This design comes from an exercise in tuning for small area, a short achievable clock period and few clock cycles on the open sky130 flow, not from production work. Function was checked by simulation only, so behaviour that the tests miss may differ from the original. Power is estimated from default activity; no workload was simulated.

==> trial 61: inputs <==
// px4io_engine
module px4io_engine (
    input  wire        clk,
    input  wire        rst,
    input  wire        cmd_valid,
    input  wire [7:0]  cmd,
    input  wire [7:0]  arg_mode,
    input  wire [7:0]  arg_page,
    input  wire [7:0]  arg_offset,
    input  wire [7:0]  arg_n,
    input  wire [7:0]  arg_retries,
    input  wire [15:0] arg_clear,
    input  wire [15:0] arg_set,
    input  wire        val_we,
    input  wire [4:0]  val_addr,
    input  wire [15:0] val_wdata,
    input  wire [4:0]  out_addr,
    output wire [15:0] out_rdata,
    output wire        link_req,
    output reg  [1:0]  link_op,
    output wire [7:0]  link_wdata,
    input  wire        link_ack,
    input  wire [1:0]  link_resp,
    input  wire [7:0]  link_rdata,
    output wire        busy,
    output reg         ready,
    output reg  [7:0]  status,
    output reg  [7:0]  errinfo,
    output reg  [7:0]  result,
    output reg         flag,
    output reg  [2:0]  fault,
  ...
export LEC_CHECK = 0
export CAP_MARGIN = 20
export CORE_MARGIN = 2
export CORE_UTILIZATION = 30
export SLEW_MARGIN = 20
create_clock -name core_clock -period 10.0 [get_ports {clk}]
run.sh (not shown) runs the stock make flow with config.mk's settings and CLKGATE_MAP_FILE= SYNTH_SCRIPT=/design/flow/synth_recipe.tcl, a recipe that flattens the netlist after the stock synthesis.
==> inputs of build 38, as changes to trial 61 <==
--- a/flow/design.v
+++ b/flow/design.v
@@ -207,19 +207,22 @@
     reg        c_build, c_crc8, c_check;
     reg        c_new;
     reg        c_xchg;        
     reg        c_get;         
     reg        c_mod;         
     reg        mod2;          
+    reg        clr_pend;      
     reg [5:0]  c_n;           
     reg [15:0] c_clear;
     reg [15:0] c_set;
     reg [7:0]  att;           
     reg [7:0]  rlim;          
     reg [3:0]  catt;          
     reg [6:0]  idx;           
+    reg [6:0]  rp;            
+    reg [7:0]  wcur;          
     reg        wb;            
     reg [7:0]  rcrc;          
     reg        cp_go;         
     reg        cp1;           
     reg [7:0]  pa;            
     reg        crc_done;      
@@ -260,19 +263,20 @@
     wire       i_check_run = i_check && (d_b0[5:0] <= 6'd32);
     wire [5:0] n_iss = (i_get1 || i_set1) ? 6'd1 :
                        i_check ? d_b0[5:0] : arg_n[5:0];
     wire       s_zero = i_get || i_get1;
     wire       s_vcrc = (i_build || i_set || i_set1) && (vlen == n_iss);
     wire        wk_active = (wk_rem != 6'd0);
-    wire [4:0]  taddr   = wk_active ? wk_w : idx[6:2];
+    wire [4:0]  taddr   = wk_active ? wk_w : rp[6:2];
     wire [31:0] tx_word = tx[32*taddr +: 32];
     wire [31:0] rx_word = rx[32*wk_w +: 32];
-    wire        wr_ok   = !wk_active && ((idx != 7'd1) || crc_done);
+    wire        wr_ok   = !wk_active && (crc_done || cp1);
     assign busy      = busy_r;
     assign out_rdata = outr[16*out_addr +: 16];
-    assign link_wdata = tx_word[8*idx[1:0] +: 8];
+    assign link_wdata = wcur;
+    wire [7:0]  tx_rbyte = tx_word[8*rp[1:0] +: 8];
     assign link_req  = (st == ST_SETUP) || (st == ST_DISC) || (st == ST_DRAIN) ||
                        (st == ST_FLUSH) || (st == ST_HDR) || (st == ST_BODY) ||
                        ((st == ST_WRITE) && wr_ok);
     always @(*) begin
         case (st)
             ST_SETUP: link_op = OP_SETUP;
@@ -282,13 +286,13 @@
         endcase
     end
     wire call    = active && link_req && link_ack;
     wire r_data  = (link_resp == R_OK);
     wire r_nod   = (link_resp == R_NODATA);
     wire r_err   = (link_resp == R_ERR);
-    wire [6:0] tx_last = (tx[7:6] == 2'b01) ? ({tx[5:0], 1'b0} + 7'd3) : 7'd3;
+    wire [6:0] txlen = (tx[7:6] == 2'b01) ? ({tx[5:0], 1'b0} + 7'd4) : 7'd4;
     wire [5:0] h_cnt   = hdr[5:0];
     wire       rd_poll = call && ((st == ST_HDR) || (st == ST_BODY));
     wire       rd_data = rd_poll && r_data;
     wire       h_last  = (st == ST_HDR) && (idx[1:0] == 2'd3);
     wire       h_bad   = (hdr[7:6] != 2'b00) || (h_cnt > 6'd32);
     wire       b_last  = (st == ST_BODY) && ((idx + 7'd1) == {h_cnt, 1'b0});
@@ -324,41 +328,34 @@
     reg  [31:0] lt_n;            
     always @(*) begin
         for (k = 0; k < 32; k = k + 1)
             lt_n[k] = arg_n[5] || (arg_n[4:0] > k);
     end
     wire rx_zero = rst || (i_default && d_buf) || i_new;
-    wire rx_clr  = (i_clear && d_buf) || i_reg || p_again || acc_mod1;
+    wire rx_clr  = (i_clear && d_buf) || i_reg || p_again || (active && clr_pend);
     wire rx_bld  = i_build && d_buf;
-    wire rx_hwr  = x_comp && !p_again && !acc_mod1;
+    wire rx_hwr  = x_comp && !p_again;
     wire rx_crc  = fin && c_build && c_buf;
     wire rx_bw   = rd_data && (st == ST_BODY);
     wire tx_zero = rst || (i_default && !d_buf) || i_new;
     wire tx_clr  = i_clear && !d_buf;
     wire tx_hdr  = (i_build && !d_buf) || i_reg;
     wire tx_crc  = fin && !(c_build && c_buf) && !c_crc8 && !c_check;
     wire tx_ldv  = (i_build && !d_buf) || i_set;
     wire [7:0] tx_b0 = i_build ? (arg_n | arg_mode) :
                        i_get ? {2'b00, arg_n[5:0]} :
                        i_get1 ? 8'h01 :
                        i_set ? {2'b01, arg_n[5:0]} : 8'h41;
     reg  [63:0]  bw_at;
-    reg  [255:0] rx_hi_rcv;
     always @(*) begin
         for (k = 0; k < 64; k = k + 1)
             bw_at[k] = rx_bw && (idx[5:0] == k);
-        for (k = 0; k < 32; k = k + 1)
-            rx_hi_rcv[8*k +: 8] = ({8{bw_at[2*k+1]}} & link_rdata) |
-                                  ({8{!bw_at[2*k+1]}} & rx[40 + 16*k +: 8]);
     end
-    wire [15:0] mod_s0 = {rx_hi_rcv[7:0], (bw_at[0] ? link_rdata : rx[39:32])};
-    wire [15:0] mod_w  = (mod_s0 & ~c_clear) | c_set;
+    wire [15:0] mod_w  = (rx_nxt[47:32] & ~c_clear) | c_set;
     reg [543:0] rx_nxt;
     reg [543:0] tx_nxt;
-    reg [511:0] val_nxt;
-    reg [511:0] out_nxt;
     reg         s_v, s_r, s_h, s_z, s_w;
     always @(*) begin
         rx_nxt[31:0] = rx[31:0];
         if (rx_zero || rx_clr)
             rx_nxt[31:0] = 32'd0;
         else if (rx_bld) begin
@@ -396,29 +393,27 @@
             s_h = !(s_v || s_z || s_w || tx_clr);
             tx_nxt[32 + 16*k +: 16] = ({16{s_v}} & val[16*k +: 16]) |
                                       ({16{tx_clr}} & SENTINEL) |
                                       ({16{s_w}} & mod_w) |
                                       ({16{s_h}} & tx[32 + 16*k +: 16]);
         end
-        for (k = 0; k < 32; k = k + 1) begin
-            s_v = active && val_we && (val_addr == k);
-            s_h = !(rst || s_v);
-            val_nxt[16*k +: 16] = ({16{s_v}} & val_wdata) | ({16{s_h}} & val[16*k +: 16]);
-        end
-        for (k = 0; k < 32; k = k + 1) begin
-            s_v = (acc_get && (c_n > k)) || (acc_mod1 && (k == 0));
-            s_h = !(rst || s_v);
-            out_nxt[16*k +: 16] = ({16{s_v}} & {rx_hi_rcv[8*k +: 8], rx[32 + 16*k +: 8]}) |
-                                  ({16{s_h}} & outr[16*k +: 16]);
-        end
     end
     always @(posedge clk) begin
         rx <= rx_nxt;
         tx <= tx_nxt;
-        val <= val_nxt;
-        outr <= out_nxt;
+    end
+    wire [15:0] val_d = rst ? 16'd0 : val_wdata;
+    always @(posedge clk) begin
+        for (k = 0; k < 32; k = k + 1)
+            if (rst || (active && val_we && (val_addr == k)))
+                val[16*k +: 16] <= val_d;
+    end
+    always @(posedge clk) begin
+        for (k = 0; k < 32; k = k + 1)
+            if (rst || (acc_get && (c_n > k)) || (acc_mod1 && (k == 0)))
+                outr[16*k +: 16] <= rx_nxt[32 + 16*k +: 16];
     end
     always @(posedge clk) begin
         if (rst) begin
             hdr <= 32'd0;
             st <= ST_IDLE;
             busy_r <= 1'b0;
@@ -428,19 +423,22 @@
             c_check <= 1'b0;
             c_new <= 1'b0;
             c_xchg <= 1'b0;
             c_get <= 1'b0;
             c_mod <= 1'b0;
             mod2 <= 1'b0;
+            clr_pend <= 1'b0;
             c_n <= 6'd0;
             c_clear <= 16'd0;
             c_set <= 16'd0;
             att <= 8'd0;
             rlim <= 8'd0;
             catt <= 4'd0;
             idx <= 7'd0;
+            rp <= 7'd0;
+            wcur <= 8'd0;
             wb <= 1'b0;
             rcrc <= 8'd0;
             cp_go <= 1'b0;
             cp1 <= 1'b0;
             pa <= 8'd0;
             crc_done <= 1'b0;
@@ -475,12 +473,13 @@
                     vlen <= vlen + 6'd1;
                 end else if ({1'b0, val_addr} < vlen) begin
                     vcrc <= 8'd0;
                     vlen <= 6'd0;
                 end
             end
+            clr_pend <= acc_mod1;
             if (cp_go) begin
                 pa <= ch3;
                 cp1 <= 1'b1;
                 cp_go <= 1'b0;
             end
             if (wk_active) begin
@@ -616,23 +615,25 @@
                     busy_r <= 1'b0;
                     st <= ST_IDLE;
                 end
             end
             ST_DRAIN: begin
                 if (call && !r_data) begin
-                    idx <= 7'd0;
+                    wcur <= tx[7:0];
+                    rp <= 7'd1;
                     st <= ST_WRITE;
                 end
             end
             ST_WRITE: begin
                 if (call && r_data) begin
-                    if (idx == tx_last) begin
-                        idx <= 7'd0;
+                    if (rp == txlen)
                         st <= ST_FLUSH;
-                    end else
-                        idx <= idx + 7'd1;
+                    else begin
+                        wcur <= (rp == 7'd1) ? (crc_done ? tx[15:8] : crc_v) : tx_rbyte;
+                        rp <= rp + 7'd1;
+                    end
                 end
             end
             ST_FLUSH: begin
                 if (call && r_data) begin
                     idx <= 7'd0;
                     rcrc <= 8'd0;
--- a/flow/config.mk
+++ b/flow/config.mk
@@ -5,7 +5,8 @@
 export SDC_FILE = /design/flow/constraint.sdc
 export NUM_CORES = 8
 export LEC_CHECK = 0
 export CAP_MARGIN = 20
 export CORE_MARGIN = 2
 export CORE_UTILIZATION = 30
+export SETUP_SLACK_MARGIN = 4
 export SLEW_MARGIN = 20
==> notes <==
Of trial 61 and build 38, trial 61 has the higher non-clock buffer count (gap 2).
In build 38 the sequential power is larger than in trial 61, by about 10%.
Trial 61 passed the timing, design-rule and antenna checks. Build 38 completed without violations.
Against build 38, the synthesized cell count of trial 61 is larger by about 43%.
In trial 61 the flip-flop and latch count is lower than in build 38, by 16.
Between trial 61 and build 38, the lower via count is in build 38 (gap about 20%, measured against build 38).
Against trial 61, the wire length of build 38 is lower by 4.5%.
Of trial 61 and build 38, trial 61 has the higher clock-buffer cell count (gap 9).
==> figures <==
Status: trial 61 timing/DRC/antenna clean; build 38 timing/DRC/antenna clean
Final Skew: trial 61 46.39 ps; build 38 63.95 ps
Clock Latency Late Sink: trial 61 940 ps; build 38 950 ps
Cell with the largest stage delay on the worst path: trial 61 sky130_fd_sc_hd__nor3b_1; build 38 sky130_fd_sc_hd__mux4_2
Initial cell density of the core: trial 61 0.3018; build 38 0.3015
Power of the clock network: trial 61 10.7 mW; build 38 10.9 mW
Die Y: trial 61 616.4 um; build 38 593.8 um
Unique cell type count in the Yosys netlist: trial 61 110; build 38 120
Type of origin of the critical path: trial 61 flop; build 38 input pin
Net count after synthesis: trial 61 12,666; build 38 8,911
WL met3: trial 61 91,860 um; build 38 96,640 um
Width of the die: trial 61 616.4 um; build 38 593.8 um
Non-Clock Buffer Count: trial 61 687; build 38 685
Relative area of non-clock buffer cells in the final design: trial 61 0.04550; build 38 0.05223
Routed metal-1 wire length: trial 61 242,400 um; build 38 218,300 um
Fraction of the mapped netlist area in adder cells: trial 61 0.002336; build 38 0.002757
Testbench counts of trial 61, summed over its fixed seeds: cycles 46,907.

static timing again, ports no longer ideal:
The results above use ideal ports. As a check the final layouts listed here were re-extracted and re-timed, cells and wires unchanged. Step 1: set_driving_cell puts a clkbuf_16 on clk and a buf_2 on each other input, an assumption about the parent block. Step 2 adds t to the input delays and takes it off the output delays; t is the mean of the earliest and latest rising clock arrival at the registers after step 1. Input paths then give back, and output paths get back, about the clock's delay inside the block. a / b / c = no drivers / after step 1 / after step 2; a / b = the first two.
run	t (ns)	setup WS [ns]	worst hold slack (ns)	latest minus earliest clock arrival (ns)	slew at the worst register clock pin (ns)
trial 61	1.032	0.402 / 0.283 / 1.316	0.454 / 0.454 / 0.454	0.047 / 0.047	0.07 / 0.07
build 38	1.040	3.478 / 3.085 / 3.020	0.459 / 0.459 / 0.459	0.079 / 0.079	0.07 / 0.07
After both steps setup and hold are still met in every run listed. The setup slack of build 38, which loses most, moves by -0.393 ns with the drivers and by -0.458 ns with both steps.
